What follows belongs to an exercise in optimizing a design on an open flow for small area, a short achievable clock period and few clock cycles per item; a production flow would make more cautious choices.
Where RTL was checked, it was by simulation tests only, not by an equivalence proof against the original.
Power and IR drop assume default switching activity.

==> run a <==
## apt_frame_parser
module apt_frame_parser (
    input  wire        clk,
    input  wire        rst,
    input  wire        in_valid,
    input  wire [7:0]  in_data,
    output wire        in_ready,
    output wire        out_valid,
    input  wire        out_ready,
    output reg  [1:0]  out_kind,
    output wire [1:0]  out_err,
    output reg  [15:0] out_msgid,
    output reg  [6:0]  out_dest,
    output reg  [7:0]  out_source,
    output reg         out_long,
    output reg  [7:0]  out_param1,
    output reg  [7:0]  out_param2,
    output wire [63:0] out_f0,
    output reg  [31:0] out_f1,
    output reg  [31:0] out_f2,
    output wire [31:0] out_f3,
    output wire [12:0] out_status
);
    reg         oval;        
    reg         inpay;       
    reg         far;         
    reg         kn;          
    reg         is6;         
    reg  [47:0] f0r;         
    reg  [15:0] q;           
    reg         err_enum;    
    reg  [12:0] st;          
    reg  [2:0]  f3h;         
    reg  [7:0]  nx0;
    reg         rdy;
    assign in_ready   = rdy;
    assign out_valid  = oval;
    assign out_err    = {err_enum, !err_enum};
    assign out_status = st;
    assign out_f3     = {16'd0, f3h, st};
    assign out_f0     = {{f3h, st} & {16{is6}}, f0r};
    wire        take = in_valid && in_ready;
    wire [7:0]  d    = in_data;
    wire [15:0] len  = {out_param2, out_param1};
    wire        hdr5 = !inpay && q[2:0] == 3'd5;
    wire        last = hdr5 ? (!out_long || len == 16'd0) : (inpay && q == len);
    function h(input integer k);
        h = take && !inpay && q[2:0] == k;
    endfunction
    function p(input integer k);
        p = take && inpay && !far && q[3:0] == k - 5;
    endfunction
    wire        c1  = kn && out_msgid[3:0] == 4'h1;
    wire        c2  = kn && out_msgid[3:0] == 4'h2;
  ...
clock: 4.5 ns
lec_check: 0
abc_clock_period_in_ps: 2000
cap_margin: 20
core_margin: 2
core_utilization: 40
cts_cluster_diameter: 80
cts_cluster_size: 24
place_density: 0.68
setup_slack_margin: 2.2
slew_margin: 20
standard.sh (not shown) runs the stock make flow with config.mk's settings and CLKGATE_MAP_FILE= SYNTH_SCRIPT=/design/flow/synth_recipe.tcl, a recipe that flattens the netlist after the stock synthesis.
==> flow/flow/run.sh <==
#!/bin/bash
# The standard layout (the standard.sh) with two changes: port buffers of
# sky130_fd_sc_hd__buf_1, and no full/half-adder cell extraction in synthesis
# (ADDER_MAP_FILE empty), so abc maps the adders for speed.
set -uo pipefail
bash standard.sh "BUFFER_PORTS_ARGS=-buffer_cell sky130_fd_sc_hd__buf_1" "ADDER_MAP_FILE=" finish > standard.log 2>&1
==> run b (differences from run a) <==
--- a/flow/design.v
+++ b/flow/design.v
@@ -10,48 +10,45 @@
     output wire [1:0]  out_err,
     output reg  [15:0] out_msgid,
     output reg  [6:0]  out_dest,
     output reg  [7:0]  out_source,
     output reg         out_long,
     output reg  [7:0]  out_param1,
     output reg  [7:0]  out_param2,
-    output wire [63:0] out_f0,
+    output reg  [63:0] out_f0,
     output reg  [31:0] out_f1,
     output reg  [31:0] out_f2,
     output wire [31:0] out_f3,
     output wire [12:0] out_status
 );
     reg         oval;        
     reg         inpay;       
     reg         far;         
     reg         kn;          
-    reg         is6;         
-    reg  [47:0] f0r;         
     reg  [15:0] q;           
     reg         err_enum;    
     reg  [12:0] st;          
     reg  [2:0]  f3h;         
     reg  [7:0]  nx0;
     reg         rdy;
     assign in_ready   = rdy;
     assign out_valid  = oval;
     assign out_err    = {err_enum, !err_enum};
     assign out_status = st;
     assign out_f3     = {16'd0, f3h, st};
-    assign out_f0     = {{f3h, st} & {16{is6}}, f0r};
     wire        take = in_valid && in_ready;
     wire [7:0]  d    = in_data;
     wire [15:0] len  = {out_param2, out_param1};
     wire        hdr5 = !inpay && q[2:0] == 3'd5;
     wire        last = hdr5 ? (!out_long || len == 16'd0) : (inpay && q == len);
     function h(input integer k);
-        h = take && !inpay && q[2:0] == k;
+        h = !inpay && q[2:0] == k;
     endfunction
     function p(input integer k);
-        p = take && inpay && !far && q[3:0] == k - 5;
+        p = inpay && !far && q[3:0] == k - 5;
     endfunction
     wire        c1  = kn && out_msgid[3:0] == 4'h1;
     wire        c2  = kn && out_msgid[3:0] == 4'h2;
     wire        c3  = kn && out_msgid[3:0] == 4'h3;
     wire        c4  = kn && out_msgid[3:0] == 4'h4;
     wire        c5  = kn && out_msgid[3:0] == 4'h5;
     wire        c6  = kn && out_msgid[3:0] == 4'h6;
@@ -102,49 +99,50 @@
             end
         end
     end
     wire c2378 = c2 | c3 | c7 | c8;
     wire c237  = c2 | c3 | c7;
     wire c37   = c3 | c7;
     wire n15   = !(c1 | c5);
-    always @(posedge clk) begin
+    always @(posedge clk) if (take) begin
         if (h(0)) nx0 <= d;
         if (h(1)) begin
             out_msgid       <= {d, nx0};
             kn              <= kn_d;
-            is6             <= kn_d && nx0[3:0] == 4'h6;
         end
         if (h(2)) out_param1      <= d;
         if (h(3)) out_param2      <= d;
         if (h(4)) begin
             out_long <= d[7];
             out_dest <= d[6:0];
         end
         if (h(5)) begin
             out_source <= d;
             out_kind   <= !known ? 2'd1 : (too_short || bad_enum) ? 2'd2 : 2'd0;
             err_enum   <= !too_short;
         end
         if (h(2))
-            f0r[7:0] <= {d[7:4] & {4{!c5}}, d[3:0]};
+            out_f0[7:0] <= {d[7:4] & {4{!c5}}, d[3:0]};
         else if (p(6) && n15)
-            f0r[7:0] <= d;
+            out_f0[7:0] <= d;
         else if (p(7) && c4)
-            f0r[7:0] <= adc[7:0];
+            out_f0[7:0] <= adc[7:0];
         if (p(7) && c4)
-            f0r[15:8] <= adc[15:8];
+            out_f0[15:8] <= adc[15:8];
         else if (h(2) || (p(7) && n15))
-            f0r[15:8] <= dz;
+            out_f0[15:8] <= dz;
         if (p(7) && c4)
-            f0r[23:16] <= {5'd0, adc[18:16]};
+            out_f0[23:16] <= {5'd0, adc[18:16]};
         else if (h(2) || (p(8) && c6))
-            f0r[23:16] <= dz;
-        if (h(2) || (p(9) && c6))  f0r[31:24] <= dz;
-        if (h(2) || (p(10) && c6)) f0r[39:32] <= dz;
-        if (h(2) || (p(11) && c6)) f0r[47:40] <= dz;
+            out_f0[23:16] <= dz;
+        if (h(2) || (p(9) && c6))  out_f0[31:24] <= dz;
+        if (h(2) || (p(10) && c6)) out_f0[39:32] <= dz;
+        if (h(2) || (p(11) && c6)) out_f0[47:40] <= dz;
+        if (h(2) || (p(12) && c6)) out_f0[55:48] <= dz;
+        if (h(2) || (p(13) && c6)) out_f0[63:56] <= dz;
         if (h(3))
             out_f1[7:0] <= {7'd0, d == 8'd1};
         else if (p(9) && c4)
             out_f1[7:0] <= adc[7:0];
         else if ((p(6) && c4) || (p(8) && n15) || (p(14) && c6))
             out_f1[7:0] <= d;
         if (p(9) && c4)
@@ -165,17 +163,17 @@
             out_f2[7:0] <= d;
         if ((p(11) && c8) || (p(13) && c37) || (p(17) && c6))
             out_f2[15:8] <= d;
         if (h(4) || (p(14) && c3) || (p(18) && c6))
             out_f2[23:16] <= dz;
         if (h(4) || (p(15) && c3) || (p(19) && c6))
             out_f2[31:24] <= dz;
-        if (p(12) && (c6 || c8))
+        if (p(12) && c8)
             st[7:0] <= d;
-        if (p(13) && (c6 || c8))
+        if (p(13) && c8)
             {f3h, st[12:8]} <= d;
         if (p(16) && c37)
             st[5:0] <= {d[7:4], d[1:0]};
         if (p(17) && c37)
             st[10:6] <= {d[6:4], d[2:1]};
         if (p(19) && c37)
             st[12:11] <= {d[7], d[0]};
==> flow/flow/run.sh (replaced) <==
#!/bin/bash
# The standard layout (the standard.sh) with two changes: port buffers of
# sky130_fd_sc_hd__buf_2, and no full/half-adder cell extraction in synthesis
# (ADDER_MAP_FILE empty), so abc maps the adders for speed.
set -uo pipefail
bash standard.sh "BUFFER_PORTS_ARGS=-buffer_cell sky130_fd_sc_hd__buf_2" "ADDER_MAP_FILE=" finish > standard.log 2>&1
PLACE_DENSITY = 0.6   (was 0.68)
SETUP_SLACK_MARGIN = 2.5   (was 2.2)
==> run c (differences from run a) <==
--- a/flow/design.v
+++ b/flow/design.v
@@ -10,38 +10,35 @@
     output wire [1:0]  out_err,
     output reg  [15:0] out_msgid,
     output reg  [6:0]  out_dest,
     output reg  [7:0]  out_source,
     output reg         out_long,
     output reg  [7:0]  out_param1,
     output reg  [7:0]  out_param2,
-    output wire [63:0] out_f0,
+    output reg  [63:0] out_f0,
     output reg  [31:0] out_f1,
     output reg  [31:0] out_f2,
     output wire [31:0] out_f3,
     output wire [12:0] out_status
 );
     reg         oval;        
     reg         inpay;       
     reg         far;         
     reg         kn;          
-    reg         is6;         
-    reg  [47:0] f0r;         
     reg  [15:0] q;           
     reg         err_enum;    
     reg  [12:0] st;          
     reg  [2:0]  f3h;         
     reg  [7:0]  nx0;
     reg         rdy;
     assign in_ready   = rdy;
     assign out_valid  = oval;
     assign out_err    = {err_enum, !err_enum};
     assign out_status = st;
     assign out_f3     = {16'd0, f3h, st};
-    assign out_f0     = {{f3h, st} & {16{is6}}, f0r};
     wire        take = in_valid && in_ready;
     wire [7:0]  d    = in_data;
     wire [15:0] len  = {out_param2, out_param1};
     wire        hdr5 = !inpay && q[2:0] == 3'd5;
     wire        last = hdr5 ? (!out_long || len == 16'd0) : (inpay && q == len);
     function h(input integer k);
         h = take && !inpay && q[2:0] == k;
@@ -107,44 +104,45 @@
     wire c37   = c3 | c7;
     wire n15   = !(c1 | c5);
     always @(posedge clk) begin
         if (h(0)) nx0 <= d;
         if (h(1)) begin
             out_msgid       <= {d, nx0};
             kn              <= kn_d;
-            is6             <= kn_d && nx0[3:0] == 4'h6;
         end
         if (h(2)) out_param1      <= d;
         if (h(3)) out_param2      <= d;
         if (h(4)) begin
             out_long <= d[7];
             out_dest <= d[6:0];
         end
         if (h(5)) begin
             out_source <= d;
             out_kind   <= !known ? 2'd1 : (too_short || bad_enum) ? 2'd2 : 2'd0;
             err_enum   <= !too_short;
         end
         if (h(2))
-            f0r[7:0] <= {d[7:4] & {4{!c5}}, d[3:0]};
+            out_f0[7:0] <= {d[7:4] & {4{!c5}}, d[3:0]};
         else if (p(6) && n15)
-            f0r[7:0] <= d;
+            out_f0[7:0] <= d;
         else if (p(7) && c4)
-            f0r[7:0] <= adc[7:0];
+            out_f0[7:0] <= adc[7:0];
         if (p(7) && c4)
-            f0r[15:8] <= adc[15:8];
+            out_f0[15:8] <= adc[15:8];
         else if (h(2) || (p(7) && n15))
-            f0r[15:8] <= dz;
+            out_f0[15:8] <= dz;
         if (p(7) && c4)
-            f0r[23:16] <= {5'd0, adc[18:16]};
+            out_f0[23:16] <= {5'd0, adc[18:16]};
         else if (h(2) || (p(8) && c6))
-            f0r[23:16] <= dz;
-        if (h(2) || (p(9) && c6))  f0r[31:24] <= dz;
-        if (h(2) || (p(10) && c6)) f0r[39:32] <= dz;
-        if (h(2) || (p(11) && c6)) f0r[47:40] <= dz;
+            out_f0[23:16] <= dz;
+        if (h(2) || (p(9) && c6))  out_f0[31:24] <= dz;
+        if (h(2) || (p(10) && c6)) out_f0[39:32] <= dz;
+        if (h(2) || (p(11) && c6)) out_f0[47:40] <= dz;
+        if (h(2) || (p(12) && c6)) out_f0[55:48] <= dz;
+        if (h(2) || (p(13) && c6)) out_f0[63:56] <= dz;
         if (h(3))
             out_f1[7:0] <= {7'd0, d == 8'd1};
         else if (p(9) && c4)
             out_f1[7:0] <= adc[7:0];
         else if ((p(6) && c4) || (p(8) && n15) || (p(14) && c6))
             out_f1[7:0] <= d;
         if (p(9) && c4)
@@ -165,17 +163,17 @@
             out_f2[7:0] <= d;
         if ((p(11) && c8) || (p(13) && c37) || (p(17) && c6))
             out_f2[15:8] <= d;
         if (h(4) || (p(14) && c3) || (p(18) && c6))
             out_f2[23:16] <= dz;
         if (h(4) || (p(15) && c3) || (p(19) && c6))
             out_f2[31:24] <= dz;
-        if (p(12) && (c6 || c8))
+        if (p(12) && c8)
             st[7:0] <= d;
-        if (p(13) && (c6 || c8))
+        if (p(13) && c8)
             {f3h, st[12:8]} <= d;
         if (p(16) && c37)
             st[5:0] <= {d[7:4], d[1:0]};
         if (p(17) && c37)
             st[10:6] <= {d[6:4], d[2:1]};
         if (p(19) && c37)
             st[12:11] <= {d[7], d[0]};
ABC_AREA = 1   (was unset)
ABC_CLOCK_PERIOD_IN_PS = unset   (was 2000)
PLACE_DENSITY = 0.66   (was 0.68)
SETUP_SLACK_MARGIN = 2.3   (was 2.2)
==> run d (differences from run a) <==
--- a/flow/design.v
+++ b/flow/design.v
@@ -10,38 +10,35 @@
     output wire [1:0]  out_err,
     output reg  [15:0] out_msgid,
     output reg  [6:0]  out_dest,
     output reg  [7:0]  out_source,
     output reg         out_long,
     output reg  [7:0]  out_param1,
     output reg  [7:0]  out_param2,
-    output wire [63:0] out_f0,
+    output reg  [63:0] out_f0,
     output reg  [31:0] out_f1,
     output reg  [31:0] out_f2,
     output wire [31:0] out_f3,
     output wire [12:0] out_status
 );
     reg         oval;        
     reg         inpay;       
     reg         far;         
     reg         kn;          
-    reg         is6;         
-    reg  [47:0] f0r;         
     reg  [15:0] q;           
     reg         err_enum;    
     reg  [12:0] st;          
     reg  [2:0]  f3h;         
     reg  [7:0]  nx0;
     reg         rdy;
     assign in_ready   = rdy;
     assign out_valid  = oval;
     assign out_err    = {err_enum, !err_enum};
     assign out_status = st;
     assign out_f3     = {16'd0, f3h, st};
-    assign out_f0     = {{f3h, st} & {16{is6}}, f0r};
     wire        take = in_valid && in_ready;
     wire [7:0]  d    = in_data;
     wire [15:0] len  = {out_param2, out_param1};
     wire        hdr5 = !inpay && q[2:0] == 3'd5;
     wire        last = hdr5 ? (!out_long || len == 16'd0) : (inpay && q == len);
     function h(input integer k);
         h = take && !inpay && q[2:0] == k;
@@ -107,44 +104,45 @@
     wire c37   = c3 | c7;
     wire n15   = !(c1 | c5);
     always @(posedge clk) begin
         if (h(0)) nx0 <= d;
         if (h(1)) begin
             out_msgid       <= {d, nx0};
             kn              <= kn_d;
-            is6             <= kn_d && nx0[3:0] == 4'h6;
         end
         if (h(2)) out_param1      <= d;
         if (h(3)) out_param2      <= d;
         if (h(4)) begin
             out_long <= d[7];
             out_dest <= d[6:0];
         end
         if (h(5)) begin
             out_source <= d;
             out_kind   <= !known ? 2'd1 : (too_short || bad_enum) ? 2'd2 : 2'd0;
             err_enum   <= !too_short;
         end
         if (h(2))
-            f0r[7:0] <= {d[7:4] & {4{!c5}}, d[3:0]};
+            out_f0[7:0] <= {d[7:4] & {4{!c5}}, d[3:0]};
         else if (p(6) && n15)
-            f0r[7:0] <= d;
+            out_f0[7:0] <= d;
         else if (p(7) && c4)
-            f0r[7:0] <= adc[7:0];
+            out_f0[7:0] <= adc[7:0];
         if (p(7) && c4)
-            f0r[15:8] <= adc[15:8];
+            out_f0[15:8] <= adc[15:8];
         else if (h(2) || (p(7) && n15))
-            f0r[15:8] <= dz;
+            out_f0[15:8] <= dz;
         if (p(7) && c4)
-            f0r[23:16] <= {5'd0, adc[18:16]};
+            out_f0[23:16] <= {5'd0, adc[18:16]};
         else if (h(2) || (p(8) && c6))
-            f0r[23:16] <= dz;
-        if (h(2) || (p(9) && c6))  f0r[31:24] <= dz;
-        if (h(2) || (p(10) && c6)) f0r[39:32] <= dz;
-        if (h(2) || (p(11) && c6)) f0r[47:40] <= dz;
+            out_f0[23:16] <= dz;
+        if (h(2) || (p(9) && c6))  out_f0[31:24] <= dz;
+        if (h(2) || (p(10) && c6)) out_f0[39:32] <= dz;
+        if (h(2) || (p(11) && c6)) out_f0[47:40] <= dz;
+        if (h(2) || (p(12) && c6)) out_f0[55:48] <= dz;
+        if (h(2) || (p(13) && c6)) out_f0[63:56] <= dz;
         if (h(3))
             out_f1[7:0] <= {7'd0, d == 8'd1};
         else if (p(9) && c4)
             out_f1[7:0] <= adc[7:0];
         else if ((p(6) && c4) || (p(8) && n15) || (p(14) && c6))
             out_f1[7:0] <= d;
         if (p(9) && c4)
@@ -165,17 +163,17 @@
             out_f2[7:0] <= d;
         if ((p(11) && c8) || (p(13) && c37) || (p(17) && c6))
             out_f2[15:8] <= d;
         if (h(4) || (p(14) && c3) || (p(18) && c6))
             out_f2[23:16] <= dz;
         if (h(4) || (p(15) && c3) || (p(19) && c6))
             out_f2[31:24] <= dz;
-        if (p(12) && (c6 || c8))
+        if (p(12) && c8)
             st[7:0] <= d;
-        if (p(13) && (c6 || c8))
+        if (p(13) && c8)
             {f3h, st[12:8]} <= d;
         if (p(16) && c37)
             st[5:0] <= {d[7:4], d[1:0]};
         if (p(17) && c37)
             st[10:6] <= {d[6:4], d[2:1]};
         if (p(19) && c37)
             st[12:11] <= {d[7], d[0]};
==> flow/flow/run.sh (replaced) <==
#!/bin/bash
# The standard layout (the standard.sh), with port buffers of
# sky130_fd_sc_hd__buf_1 instead of the buffer buffer_ports picks by itself.
set -uo pipefail
bash standard.sh "BUFFER_PORTS_ARGS=-buffer_cell sky130_fd_sc_hd__buf_1" finish > standard.log 2>&1
PLACE_DENSITY = 0.72   (was 0.68)
==> comparison table <==
metric	run c	run d	run b	run a
Run status	timing/DRC/antenna clean	timing/DRC/antenna clean	timing/DRC/antenna clean	timing/DRC/antenna clean
Placer Congestion	0.898	0.899	0.874	0.899
Proportion of synthesized chip area in sequential cells	63.1%	66.4%	62.4%	59.5%
Share of cell area taken by multi-input logic gates	26.5%	27.6%	30.1%	32.4%
Number of cells on the critical path	7	9	8	9
Largest net degree at the start of global routing	26	26	37	32
Peak per-stage delay on the critical path	0.43 ns	0.46 ns	0.42 ns	0.37 ns
Total length of routed met2 wires	13100 um	12600 um	15800 um	13700 um
Tap Cells	330	319	335	324
Non-clock inverter count	129	23	27	25
Total instance count after detailed placement	1572	1267	1393	1371
Global-route wire length before repair	43200 um	37400 um	50200 um	42100 um
Routed vias	8101	6907	8958	7856
Worst reg-to-reg setup slack	2.38 ns	2.02 ns	2.16 ns	2.10 ns
Number of buffers and inverters on the critical path	3	0	2	2
Total combinational power	0.283 mW	0.245 mW	0.451 mW	0.269 mW
Ratio of total power to cell area	330 mW/mm^2	327 mW/mm^2	269 mW/mm^2	300 mW/mm^2
Testbench counts of run c, summed over its fixed seeds: cycles 48,895, items 3,200.
Testbench counts of run d, summed over its fixed seeds: cycles 48,895, items 3,200.
Only the layout flow was run in run a and run b; the RTL was not checked for function there.

[re-timing with driven ports]
No port has a modelled driver above. Below, the same layouts with a new extraction and two added sets of constraints.
Step 1: set_driving_cell puts a clkbuf_16 on clk and a buf_2 on each other input, an assumption about the parent block.
Step 2 moves the port delays by t, midway between the first and last clock arrival at a register: inputs arrive t later, outputs are due t later. That takes back most of the time a late clock gives input paths.
Three values: no drivers, after step 1, after step 2; two values: the first two.
| run | shift t [ns] | slack for setup (ns) | worst setup path after step 2 |
|---|---|---|---|
| run a | 0.519 | 2.031 / 2.036 / 1.517 | input to register |
| run b | 0.536 | 2.158 / 2.152 / 1.616 | input to register |
| run c | 0.526 | 2.338 / 2.355 / 1.836 | input to register |
| run d | 0.518 | 2.018 / 2.018 / 1.589 | input to register |
After both steps every run listed still meets setup and hold. The setup slack of run b, which loses most, moves by -0.006 ns with the drivers and by -0.542 ns with both steps.
